What follows belongs to an exercise in optimizing a design on an open flow for small area, a short achievable clock period and few clock cycles per item; a production flow would make more cautious choices. At most, simulation tests tie the RTL to the original design; equivalence was not proved.

==> flow/design.v <==
module k2000_payload_codec (
    input  wire        clk,
    input  wire        rst,
    input  wire        cmd_valid,
    output wire        cmd_ready,
    input  wire        cmd_dir,       
    input  wire [3:0]  cmd_n,         
    input  wire [20:0] cmd_size,      
    input  wire        in_valid,
    output wire        in_ready,
    input  wire [7:0]  in_data,
    input  wire        in_last,
    output wire        out_valid,
    input  wire        out_ready,
    output wire [7:0]  out_data,
    output wire        out_last,
    output wire        done,
    output wire [2:0]  status,
    output wire [23:0] info_a,
    output wire [23:0] info_b
);
    localparam ST_OK       = 3'd0;
    localparam ST_BADWIDTH = 3'd1;
    localparam ST_CKSUM    = 3'd2;
    localparam ST_LENGTH   = 3'd3;
    localparam ST_MALFORM  = 3'd4;
    localparam ST_PADBITS  = 3'd5;
    reg         idle;        
    reg         run;         
    reg         drain;       
    reg         dv;          
    reg         pre;         
    reg         done_r;
    reg         in_rdy;
    reg         act;         
    reg         dir;
    reg         bad;
    reg  [2:0]  n;
    reg  [20:0] size;
    reg         padv;        
    reg         p7s;         
    reg  [2:0]  pad;         
    reg  [20:0] rcnt;        
    reg         rz;          
    reg         r1;          
    reg  [23:0] kcnt;        
    reg  [23:0] xreg;        
    reg  [7:0]  ebyte;       
    reg  [6:0]  sum;
    reg  [14:0] acc;         
    reg  [3:0]  cnt;         
    reg         first;       
    reg         over;        
    reg         mal;         
    reg         fresh;       
    reg         cks_sent;    
    reg  [2:0]  st;
    reg  [7:0]  od;
    reg         ov;
    reg         olast;
    assign cmd_ready = idle;
    assign in_ready  = in_rdy;
    assign out_valid = ov;
    assign out_data  = od;
    assign out_last  = olast;
    assign done      = done_r;
    assign status    = st;
    assign info_a    = xreg;
    assign info_b    = kcnt;
    function [2:0] m7add(input [2:0] a, input [2:0] b);
        reg [2:0] g, p;
        reg       c0, c1, c2;
        begin
            g  = a & b;
            p  = a ^ b;
            c0 = g[2] | (p[2] & g[1]) | (p[2] & p[1] & g[0]);
            c1 = g[0] | (p[0] & c0);
            c2 = g[1] | (p[1] & g[0]) | (p[1] & p[0] & c0);
            m7add = p ^ {c2, c1, c0};
        end
    endfunction
    wire [20:0] nsz  = ~cmd_size;
    wire [11:0] r7a  = {m7add(nsz[2:0], nsz[5:3]), m7add(nsz[8:6], nsz[11:9]),
                        m7add(nsz[14:12], nsz[17:15]), nsz[20:18]};
    wire [5:0]  r7b  = {m7add(acc[11:9], acc[8:6]), m7add(acc[5:3], acc[2:0])};
    wire [2:0]  r7   = m7add(acc[5:3], acc[2:0]);           
    wire [2:0]  pad7 = (r7 == 3'd7) ? 3'd0 : r7;
    wire [7:0]  nmask  = (8'd1 << n) - 8'd1;
    wire        adv    = !ov || out_ready;
    wire        take   = in_rdy && in_valid;
    wire        r2     = (rcnt == 21'd2);
    wire        dec    = run && !dir;
    wire        enc    = run && dir;
    wire        dat    = !rz && (!r1 || !cnt[3]);
    wire        d_pk   = dec && take && !in_last;           
    wire        d_end  = dec && take && in_last;            
    wire [2:0]  nm1    = n - 3'd1;
    wire [2:0]  padx   = (n == 3'd7) ? pad7 : (nm1 - pad);
    wire [2:0]  padq   = (n == 3'd7) ? ((r7 == 3'd7) ? 3'd1 : (r7 + 3'd1)) : ~pad;    
    wire        tk     = act && take && (dir || (!in_last && dat));
    wire [3:0]  n4     = {1'b0, n};
    wire [3:0]  thr    = 4'd8 - n4;                         
    wire [22:0] ya     = {acc, 8'd0} >> cnt;
    wire [7:0]  chunk  = in_data & nmask;
    wire [3:0]  ti     = dir ? {~cnt[3], cnt[2:0]} : (cnt + n4);
    wire [15:0] yi     = {(dir ? in_data : chunk), 8'd0} >> ti;
    wire [7:0]  ybyte  = ya[7:0] | (tk ? yi[7:0] : 8'd0);
    wire [3:0]  fb     = n4 - {1'b0, (padv ? pad : padx)};
    wire        ge_t   = dir || (!first && (cnt >= thr));
    wire        ge_0   = cnt[3];
    wire        emit   = act && adv && (tk ? ge_t : ge_0);
    wire [3:0]  c_te   = dir ? (cnt + thr) : (cnt - thr);    
    wire [3:0]  c_t    = dir ? {1'b1, cnt[2:0]} : (first ? fb : (cnt + n4));
    wire [3:0]  c_e    = dir ? (cnt - n4) : {1'b0, cnt[2:0]};
    wire [3:0]  cnt_n  = tk ? (emit ? c_te : c_t) : (emit ? c_e : cnt);
    wire        e_room = adv ? (tk ? !c_te[3] : (cnt < {1'b1, n})) : (!tk && !cnt[3]);
    wire        d_room = adv || (tk ? (c_t <= 4'd8) : (cnt <= 4'd8));
    wire [14:0] acc_t  = dir ? {acc[6:0], in_data} : ((acc << n) | {7'd0, chunk});
    wire [6:0]  addend = dir ? (fresh ? od[6:0] : 7'd0) : in_data[6:0];
    wire [6:0]  addsum = sum + addend;
    wire        e_cks  = enc && act && adv && rz && (cnt == thr) && !cks_sent;
    wire        e_end  = enc && ov && olast && out_ready;
    wire        e_bend = enc && bad && rz;
    wire        d_malb  = (in_data & ~nmask) != 8'd0;
    wire [7:0]  padmask = nmask & ~((8'd1 << (n - pad)) - 8'd1);
    wire        pad_bad = (ebyte & padmask) != 8'd0;
    wire        cks_ok  = (in_data == {1'b0, sum});
    wire        len_ok  = !over && (rz || (r1 && cnt[3]));
    wire [2:0]  d_code  = bad      ? ST_BADWIDTH :
                          !cks_ok  ? ST_CKSUM    :
                          !len_ok  ? ST_LENGTH   :
                          mal      ? ST_MALFORM  :
                          pad_bad  ? ST_PADBITS  : ST_OK;
    wire        r_dec  = dir ? (enc && take) : emit;
    wire        r_nz_n = r_dec ? !(rz || r1) : !rz;
    wire [4:0]  dstep  = acc[4:0];                          
    wire        dv_sz  = (dstep < 5'd21);
    wire        dv_last = (dstep == 5'd23);
    wire        dv_bit = dv_sz ? size[20] : nm1[2'd3 - dstep[1:0]];
    wire [3:0]  dv_rt  = {pad, dv_bit};
    wire        dv_ge  = (dv_rt >= {1'b0, n});
    wire [2:0]  dv_rem = dv_ge ? (dv_rt[2:0] - n) : dv_rt[2:0];
    wire        cn_bad = (cmd_n == 4'd0) || cmd_n[3];
    wire        cn_div = (cmd_n == 4'd3) || (cmd_n == 4'd5) || (cmd_n == 4'd6);
    wire        cn_7   = (cmd_n == 4'd7);
    always @(posedge clk) begin
        if (rst) begin
            idle   <= 1'b1;
            run    <= 1'b0;
            drain  <= 1'b0;
            dv     <= 1'b0;
            pre    <= 1'b0;
            done_r <= 1'b0;
            in_rdy <= 1'b0;
            act    <= 1'b0;
            ov     <= 1'b0;
        end else begin
            done_r <= 1'b0;
            if (idle && cmd_valid) begin
                idle   <= 1'b0;
                run    <= !cn_div;
                dv     <= cn_div;
                pre    <= cn_div;
                act    <= !(cn_div || cn_7 || cn_bad);
                in_rdy <= !(cn_div || cn_7) && (!cmd_dir || (cmd_size != 21'd0));
            end
            if (run && !padv && (p7s || !dir))
                act <= 1'b1;
            if (emit || e_cks)
                ov <= 1'b1;
            else if (out_ready)
                ov <= 1'b0;
            if (run) begin
                if (dir)
                    in_rdy <= (padv || p7s) && r_nz_n && (!act || e_room);
                else
                    in_rdy <= !(take && in_last) && (!act || d_room);
            end
            if (d_end) begin
                run <= 1'b0;
                if (d_code == ST_OK) begin
                    if (rz && adv) begin
                        done_r <= 1'b1;
                        act    <= 1'b0;
                    end else
                        drain <= 1'b1;
                end else begin
                    ov  <= 1'b0;
                    act <= 1'b0;
                    if (d_code == ST_LENGTH)
                        dv <= 1'b1;
                    else
                        done_r <= 1'b1;
                end
            end
            if (drain && rz && adv) begin
                drain  <= 1'b0;
                act    <= 1'b0;
                done_r <= 1'b1;
            end
            if (e_end) begin
                run    <= 1'b0;
                act    <= 1'b0;
                done_r <= 1'b1;
            end
            if (e_bend) begin
                run    <= 1'b0;
                done_r <= 1'b1;
            end
            if (dv && dv_last) begin
                dv  <= 1'b0;
                pre <= 1'b0;
                if (pre)
                    run <= 1'b1;
                else
                    done_r <= 1'b1;
            end
            if (done_r)
                idle <= 1'b1;
        end
    end
    always @(posedge clk) begin
        if (idle && cmd_valid) begin
            dir      <= cmd_dir;
            n        <= cmd_n[2:0];
            bad      <= cn_bad;
            size     <= cmd_size;
            rcnt     <= cmd_size;
            rz       <= (cmd_size == 21'd0);
            r1       <= (cmd_size == 21'd1);
            padv     <= !(cn_div || cn_7);
            p7s      <= !cn_7;
            pad      <= 3'd0;
            kcnt     <= 24'd0;
            xreg     <= 24'd0;
            ebyte    <= 8'd0;
            sum      <= 7'd0;
            acc      <= cn_div ? 15'd0 : {3'd0, r7a};
            cnt      <= cmd_dir ? (4'd8 - cmd_n) : 4'd0;
            first    <= 1'b1;
            over     <= 1'b0;
            mal      <= 1'b0;
            fresh    <= 1'b0;
            cks_sent <= 1'b0;
            st       <= ST_OK;
        end
        if (run && !padv && !p7s) begin
            p7s <= 1'b1;
            acc <= {9'd0, r7b};
        end
        if (run && !padv && p7s) begin
            padv <= 1'b1;
            pad  <= padx;
            acc  <= 15'd0;
            if (dir)
                cnt <= {1'b0, padq};
        end
        if (act) begin
            cnt <= cnt_n;
            if (tk)
                acc <= acc_t;
            if (emit) begin
                od    <= dir ? (ybyte & nmask) : ybyte;
                olast <= !dir && r1;
            end
        end
        if (dir ? (enc && fresh) : d_pk)
            sum <= addsum;
        if (enc)
            fresh <= emit;
        if (e_cks) begin
            od       <= {1'b0, addsum};
            olast    <= 1'b1;
            cks_sent <= 1'b1;
        end
        if (d_pk && !bad) begin
            if (kcnt != 24'hFFFFFF)
                kcnt <= kcnt + 24'd1;
            first <= 1'b0;
            if (first || (!mal && d_malb))
                ebyte <= in_data;
            if (!mal && d_malb) begin
                mal  <= 1'b1;
                xreg <= kcnt;
            end
            if (!dat)
                over <= 1'b1;
        end
        if (r_dec) begin
            rcnt <= rcnt - 21'd1;
            rz   <= r1;
            r1   <= r2;
        end
        if (d_end) begin
            st <= d_code;
            if (!bad) begin
                if (!cks_ok)
                    xreg <= {16'd0, in_data};
                kcnt <= !cks_ok ? {17'd0, sum} :
                        !len_ok ? kcnt :
                        mal     ? {16'd0, ebyte} : 24'd0;
            end
            if (d_code == ST_LENGTH) begin
                acc <= 15'd0;
                pad <= 3'd0;
            end
        end
        if (e_bend)
            st <= ST_BADWIDTH;
        if (dv) begin
            pad  <= dv_rem;
            if (!pre)
                xreg <= {xreg[22:0], dv_ge};
            if (dv_sz)
                size <= {size[19:0], size[20]};
            acc[4:0] <= dstep + 5'd1;
        end
    end
endmodule
export LEC_CHECK = 0
export CAP_MARGIN = 20
export CORE_MARGIN = 2
export CORE_UTILIZATION = 40
export CTS_BUF_LIST = sky130_fd_sc_hd__clkbuf_4 sky130_fd_sc_hd__clkbuf_8
export CTS_CLUSTER_SIZE = 20
export SETUP_SLACK_MARGIN = 5
export SLEW_MARGIN = 20
create_clock -name core_clock -period 10.0 [get_ports {clk}]
standard.sh (not shown) runs the stock make flow with config.mk's settings and CLKGATE_MAP_FILE= SYNTH_SCRIPT=/design/flow/synth_recipe.tcl, a recipe that flattens the netlist after the stock synthesis.
==> flow/flow/run.sh <==
#!/bin/bash
# Standard ORFS layout (the standard.sh, its synthesis unchanged) with a
# tighter timing-repair target and buf_1 port buffers. The clock period and
# SDC are the standard flow's own (constraint.sdc).
set -euo pipefail
bash standard.sh \
  "SETUP_SLACK_MARGIN=6.3" \
  "BUFFER_PORTS_ARGS=-buffer_cell sky130_fd_sc_hd__buf_1" \
  finish > standard.log 2>&1
The baseline produced a clean layout.
Then changed:
--- a/flow/design.v
+++ b/flow/design.v
@@ -95,7 +95,4 @@
     wire        d_pk   = dec && take && !in_last;           
     wire        d_end  = dec && take && in_last;            
-    wire [2:0]  nm1    = n - 3'd1;
-    wire [2:0]  padx   = (n == 3'd7) ? pad7 : (nm1 - pad);
-    wire [2:0]  padq   = (n == 3'd7) ? ((r7 == 3'd7) ? 3'd1 : (r7 + 3'd1)) : ~pad;    
     wire        tk     = act && take && (dir || (!in_last && dat));
     wire [3:0]  n4     = {1'b0, n};
@@ -106,5 +103,5 @@
     wire [15:0] yi     = {(dir ? in_data : chunk), 8'd0} >> ti;
     wire [7:0]  ybyte  = ya[7:0] | (tk ? yi[7:0] : 8'd0);
-    wire [3:0]  fb     = n4 - {1'b0, (padv ? pad : padx)};
+    wire [3:0]  fb     = n4 - {1'b0, pad};                   
     wire        ge_t   = dir || (!first && (cnt >= thr));
     wire        ge_0   = cnt[3];
@@ -137,8 +134,11 @@
     wire        dv_sz  = (dstep < 5'd21);
     wire        dv_last = (dstep == 5'd23);
+    wire [2:0]  nm1    = n - 3'd1;
     wire        dv_bit = dv_sz ? size[20] : nm1[2'd3 - dstep[1:0]];
     wire [3:0]  dv_rt  = {pad, dv_bit};
     wire        dv_ge  = (dv_rt >= {1'b0, n});
     wire [2:0]  dv_rem = dv_ge ? (dv_rt[2:0] - n) : dv_rt[2:0];
+    wire [2:0]  padx   = (n == 3'd7) ? pad7 : (nm1 - pad);
+    wire [2:0]  padq   = (n == 3'd7) ? ((r7 == 3'd7) ? 3'd1 : (r7 + 3'd1)) : ~pad;    
     wire        cn_bad = (cmd_n == 4'd0) || cmd_n[3];
     wire        cn_div = (cmd_n == 4'd3) || (cmd_n == 4'd5) || (cmd_n == 4'd6);
@@ -165,5 +165,5 @@
                 in_rdy <= !(cn_div || cn_7) && (!cmd_dir || (cmd_size != 21'd0));
             end
-            if (run && !padv && (p7s || !dir))
+            if (run && !padv && p7s)
                 act <= 1'b1;
             if (emit || e_cks)
@@ -175,5 +175,5 @@
                     in_rdy <= (padv || p7s) && r_nz_n && (!act || e_room);
                 else
-                    in_rdy <= !(take && in_last) && (!act || d_room);
+                    in_rdy <= (padv || p7s) && !(take && in_last) && (!act || d_room);
             end
             if (d_end) begin
After rerunning: Clock-buffer cell count falls by 2. Hold slack improves by 7.0 ps. Die area fell by 0.66%. Area after synthesis drops by 0.67%. Setup slack improved by 180 ps. Routed wire length went down by 2.4%. Register-to-register slack improved by 220 ps.
Testbench counts after the change, summed over its fixed seeds: cycles 55,644, items 27,958.
Function not checked in the first run of this note: the RTL went through the layout flow alone.

## static timing again, ports no longer ideal
No port has a modelled driver above. Below, the same layouts with a new extraction and two added sets of constraints. Step 1 sets driving cells, clkbuf_16 on the clock port and buf_2 on the other inputs (assumed; they add their load-dependent delay and slew). Step 2 also shifts input and output timing later by t, the mid clock arrival at the registers, as if the neighbouring blocks saw the same clock. a / b / c = ideal / step 1 / step 2; a / b = the first two.
run | t, ns | setup WS [ns] | clock arrival spread, ns | worst register clock-pin slew, ns | pins driven straight from the clock port
the first run | 0.536 | 6.138 / 6.138 / 5.785 | 0.023 / 0.024 | 0.11 / 0.11 | 1
the second run | 0.546 | 6.321 / 6.341 / 5.796 | 0.019 / 0.019 | 0.11 / 0.11 | 1
After both steps setup and hold are still met in every run listed. The setup slack of the second run, which loses most, moves by +0.020 ns with the drivers and by -0.525 ns with both steps.
